Source: an optimization exercise on an open RTL-to-GDS flow (aim: small area, a short achievable clock period and few clock cycles). Production flows keep margins and buffers that such runs may drop. Where RTL was checked, it was by simulation tests only, not by an equivalence proof against the original. No activity file was given, so power comes from the tool's default toggle rates.

try-delta:
// nibbler_enc
module nibbler_enc (
    input  wire        clk,
    input  wire        rst,         
    input  wire        start,
    input  wire [13:0] len,         
    output wire [12:0] in_addr,
    input  wire [7:0]  in_data,
    output reg         out_we,
    output reg  [13:0] out_addr,
    output reg  [7:0]  out_data,
    output wire        busy,
    output reg         done,
    output wire [13:0] written      
);
Size: about 1300 cells after synthesis, ~190 flip-flops, about 77 I/O pins, roughly 0.011 mm^2 of cells after synthesis.
clock: 5.0 ns
lec_check: 0
cap_margin: 20
core_margin: 2
core_utilization: 40
cts_cluster_diameter: 60
cts_cluster_size: 40
setup_slack_margin: 2.9
slew_margin: 20
standard.sh (not shown) runs the stock make flow with config.mk's settings and CLKGATE_MAP_FILE= SYNTH_SCRIPT=/design/flow/synth_recipe.tcl, a recipe that flattens the netlist after the stock synthesis.
==> flow/flow/run.sh <==
#!/bin/bash
# The standard layout (standard.sh), except that the input and output
# port buffers are plain buffers (buf_2) instead of the default delay-buffer
# cell, so the resizer can size them like the other buffers. Every port still
# gets its own buffer. make's full output goes to make.log here; ORFS keeps
# each step's own log under orfs/logs.
set -euo pipefail
bash standard.sh "BUFFER_PORTS_ARGS=-buffer_cell sky130_fd_sc_hd__buf_2" finish > make.log 2>&1
try-delta finished every stage and its layout cleared the timing, design-rule and antenna checks.
Testbench counts of try-delta, summed over its fixed seeds: cycles 457,115.
## Diff of input files: try-ember against try-delta
Settings: a change of CORE_UTILIZATION from 40 to 55; a deleted CTS_CLUSTER_DIAMETER that had been 60; a change of SETUP_SLACK_MARGIN from 2.9 to 2.8; a deleted CTS_CLUSTER_SIZE that had been 40.
Results
- In try-ember, the sequential share of layout area came out 1.0 points above the value in try-delta.
- The share of power burned in the clock network number comes out higher for try-ember vs try-delta.
- Going from try-delta to try-ember, share of total power in combinational logic dropped 0.8 points; global-route wire length before repair went down about 5%; core occupancy in the finished layout increased 16 points.
- try-delta → try-ember: clock-buffer cell count -2, all-layer global routing usage climbed 7.6 points, cell area fell 450 um^2, power per cell area went up about 4%.
- From try-delta to try-ember the numbers moved as follows: leakage power of the design decreased 3.1%; power increased 0.000014 W.
> inputs changed (try-ember -> try-tundra)
Settings: changing CORE_UTILIZATION from 55 to 40; changing SETUP_SLACK_MARGIN from 2.8 to 3.1.
Results
- Compared with try-ember, try-tundra shows a power in combinational cells that is about 40% higher.
- Summary of try-tundra over try-ember: global routing usage on met2 shrank by 11 points; number of nets in the layout grew by 8.4%; number of post-CTS setup repair buffers grew by 85; die boundary height grew by 17%; relative area change from synthesis to final layout grew by 20 points.
Relative to try-tundra, the following input files were edited for try-garnet:
Settings: swapping 3.1 for 2.5 in SETUP_SLACK_MARGIN.
--- outcome ---
try-garnet did not stop at any stage, and its layout met the timing, design-rule and antenna checks. Against try-tundra, try-garnet comes in about 30% lower on combinational power. In the flow results for try-tundra and try-garnet, the worst setup margin is smaller on try-garnet. From try-tundra to try-garnet the numbers moved as follows: share of power burned in the clock network grew by 2.7 points, overall power consumption shrank by about 1.7%.

========
## run 1
Another version of the RTL of nibbler_enc (not shown whole).
Size in the first run: about 190 flip-flops, roughly 11000 sq um of cells after synthesis.
export LEC_CHECK = 0
export CAP_MARGIN = 20
export CORE_MARGIN = 2
export CORE_UTILIZATION = 40
export SETUP_SLACK_MARGIN = 2.8
export SLEW_MARGIN = 20
create_clock -name core_clock -period 5.0 [get_ports {clk}]
Scripts as last shown in full above: flow/flow/run.sh
> inputs changed (run 1 -> run 2)
# run 1
export LEC_CHECK = 0
export CAP_MARGIN = 20
export CORE_MARGIN = 2
export CORE_UTILIZATION = 40
export SETUP_SLACK_MARGIN = 2.8
export SLEW_MARGIN = 20
create_clock -name core_clock -period 5.0 [get_ports {clk}]
# run 2
export LEC_CHECK = 0
export CAP_MARGIN = 20
export CORE_MARGIN = 2
export CORE_UTILIZATION = 40
export SETUP_SLACK_MARGIN = 2.5
export SLEW_MARGIN = 20
create_clock -name core_clock -period 5.0 [get_ports {clk}]
[summary]
Critical path depth: run 2 higher than run 1
Against run 1, run 2 reports a layout-stage area growth over the synthesis result that is lower.
The via count of run 2 falls short of that of run 1 by 363.
Run 2 vs run 1 — part of the total power dissipated in the clock network rose 1.1 points.
Against run 1, wire length in run 2 fell by a few percent.
Inputs modified between run 2 and run 3:
# run 2
export LEC_CHECK = 0
export CAP_MARGIN = 20
export CORE_MARGIN = 2
export CORE_UTILIZATION = 40
export SETUP_SLACK_MARGIN = 2.5
export SLEW_MARGIN = 20
create_clock -name core_clock -period 5.0 [get_ports {clk}]
# run 3
export LEC_CHECK = 0
export CAP_MARGIN = 20
export CORE_MARGIN = 2
export CORE_UTILIZATION = 40
export SETUP_SLACK_MARGIN = 2.2
export SLEW_MARGIN = 20
create_clock -name core_clock -period 5.0 [get_ports {clk}]
==> flow/run.sh (new file) <==
#!/bin/bash
# synth_recipe.tcl (not shown) runs the flow's synth.tcl, then flattens the netlist and writes it again
# the make line also repeats each setting of config.mk as NAME=value (left out here)
make -C /OpenROAD-flow-scripts/flow DESIGN_CONFIG=/design/flow/config.mk WORK_HOME=/design/flow/orfs CLKGATE_MAP_FILE= SYNTH_SCRIPT=/design/flow/synth_recipe.tcl finish
removed: flow/flow/run.sh
removed: flow/standard.sh
### Flow results
Run 3 | stages: all done | timing, DRC, antenna: all pass. The switching power summed over all nets of run 3 is lower than that of run 2. Looking at non-filler instance count after layout, run 3 sits 12 lower than run 2 does. | count of clock-buffer cells in the layout | lower: run 2 |. When run 3 is set beside run 2, its slew at the pin with the worst max-slew slack turns out to be 97 ps larger. Wire length on met1 ended up 160 um lower on run 3 than on run 2. Sort run 3 and run 2 by overall routed net length asc -> top: run 3. Run 3 vs. run 2: count of fill cells added during filler insertion saw a decrease; utilization went up 0.60 points. Area after synthesis: run 3 vs run 2 identical. Going from run 2 to run 3, average wire per cell in the routed design shrinks by 2.1%.
diff inputs: run 3 => run 4
# run 3
export LEC_CHECK = 0
export CAP_MARGIN = 20
export CORE_MARGIN = 2
export CORE_UTILIZATION = 40
export SETUP_SLACK_MARGIN = 2.2
export SLEW_MARGIN = 20
create_clock -name core_clock -period 5.0 [get_ports {clk}]
# run 4
export LEC_CHECK = 0
export CAP_MARGIN = 20
export CORE_MARGIN = 2
export CORE_UTILIZATION = 40
export SETUP_SLACK_MARGIN = 2.5
export SLEW_MARGIN = 20
create_clock -name core_clock -period 5.0 [get_ports {clk}]
Results
[compare] base=run 3 new=run 4: mux share of post-synthesis cell area comparable; last weighted congestion value of the routability-driven placer went down by 1.7%; utilization of the core after routing shows an increase of 1.5 points. Run 3 → run 4: number of multi-input combinational cells in the layout was more or less identical, number of nets in the layout went up by about 2.4%, detailed-routing iteration count for the pre-antenna-repair pass was more or less identical. Re via count: run 3 and run 4 aren't equal, and the higher value belongs to run 4. Summary of the comparison: post-layout worst setup margin is higher in run 4, relative to run 3. Total stage count of the critical path (lower): run 3.
No run of this note included a check of the RTL's function; only the layout flow was run.

port drivers added, routing unchanged:
How much do the figures lean on ideal ports? The routed layouts below were timed once more, with nothing changed but the port constraints. Step 1 (the two cells are an assumption about what drives the block):
set clk [get_ports {clk}]
set_driving_cell -lib_cell sky130_fd_sc_hd__clkbuf_16 $clk
set_driving_cell -lib_cell sky130_fd_sc_hd__buf_2 [delete_from_list [all_inputs] $clk]
Step 2 also shifts input and output timing later by t, the mid clock arrival at the registers, as if the neighbouring blocks saw the same clock. Three values: no drivers, after step 1, after step 2; two values: the first two.
| run | t (ns) | setup WS [ns] | pins driven straight from the clock port |
|---|---|---|---|
| try-delta | 0.491 | 2.910 / 2.862 / 2.559 | 1 |
| try-ember | 0.485 | 2.810 / 2.803 / 2.468 | 1 |
| try-tundra | 0.499 | 2.920 / 2.867 / 2.731 | 1 |
| try-garnet | 0.494 | 2.540 / 2.491 / 2.442 | 1 |
| run 1 | 0.486 | 2.532 / 2.552 / 2.065 | 1 |
| run 2 | 0.488 | 2.430 / 2.430 / 2.035 | 1 |
| run 3 | 0.494 | 2.242 / 2.233 / 1.782 | 1 |
| run 4 | 0.488 | 2.396 / 2.361 / 2.015 | 1 |
After both steps every run listed still meets setup and hold. For run 1, which loses most, drivers alone change the setup slack by +0.020 ns; drivers and shift together by -0.467 ns.
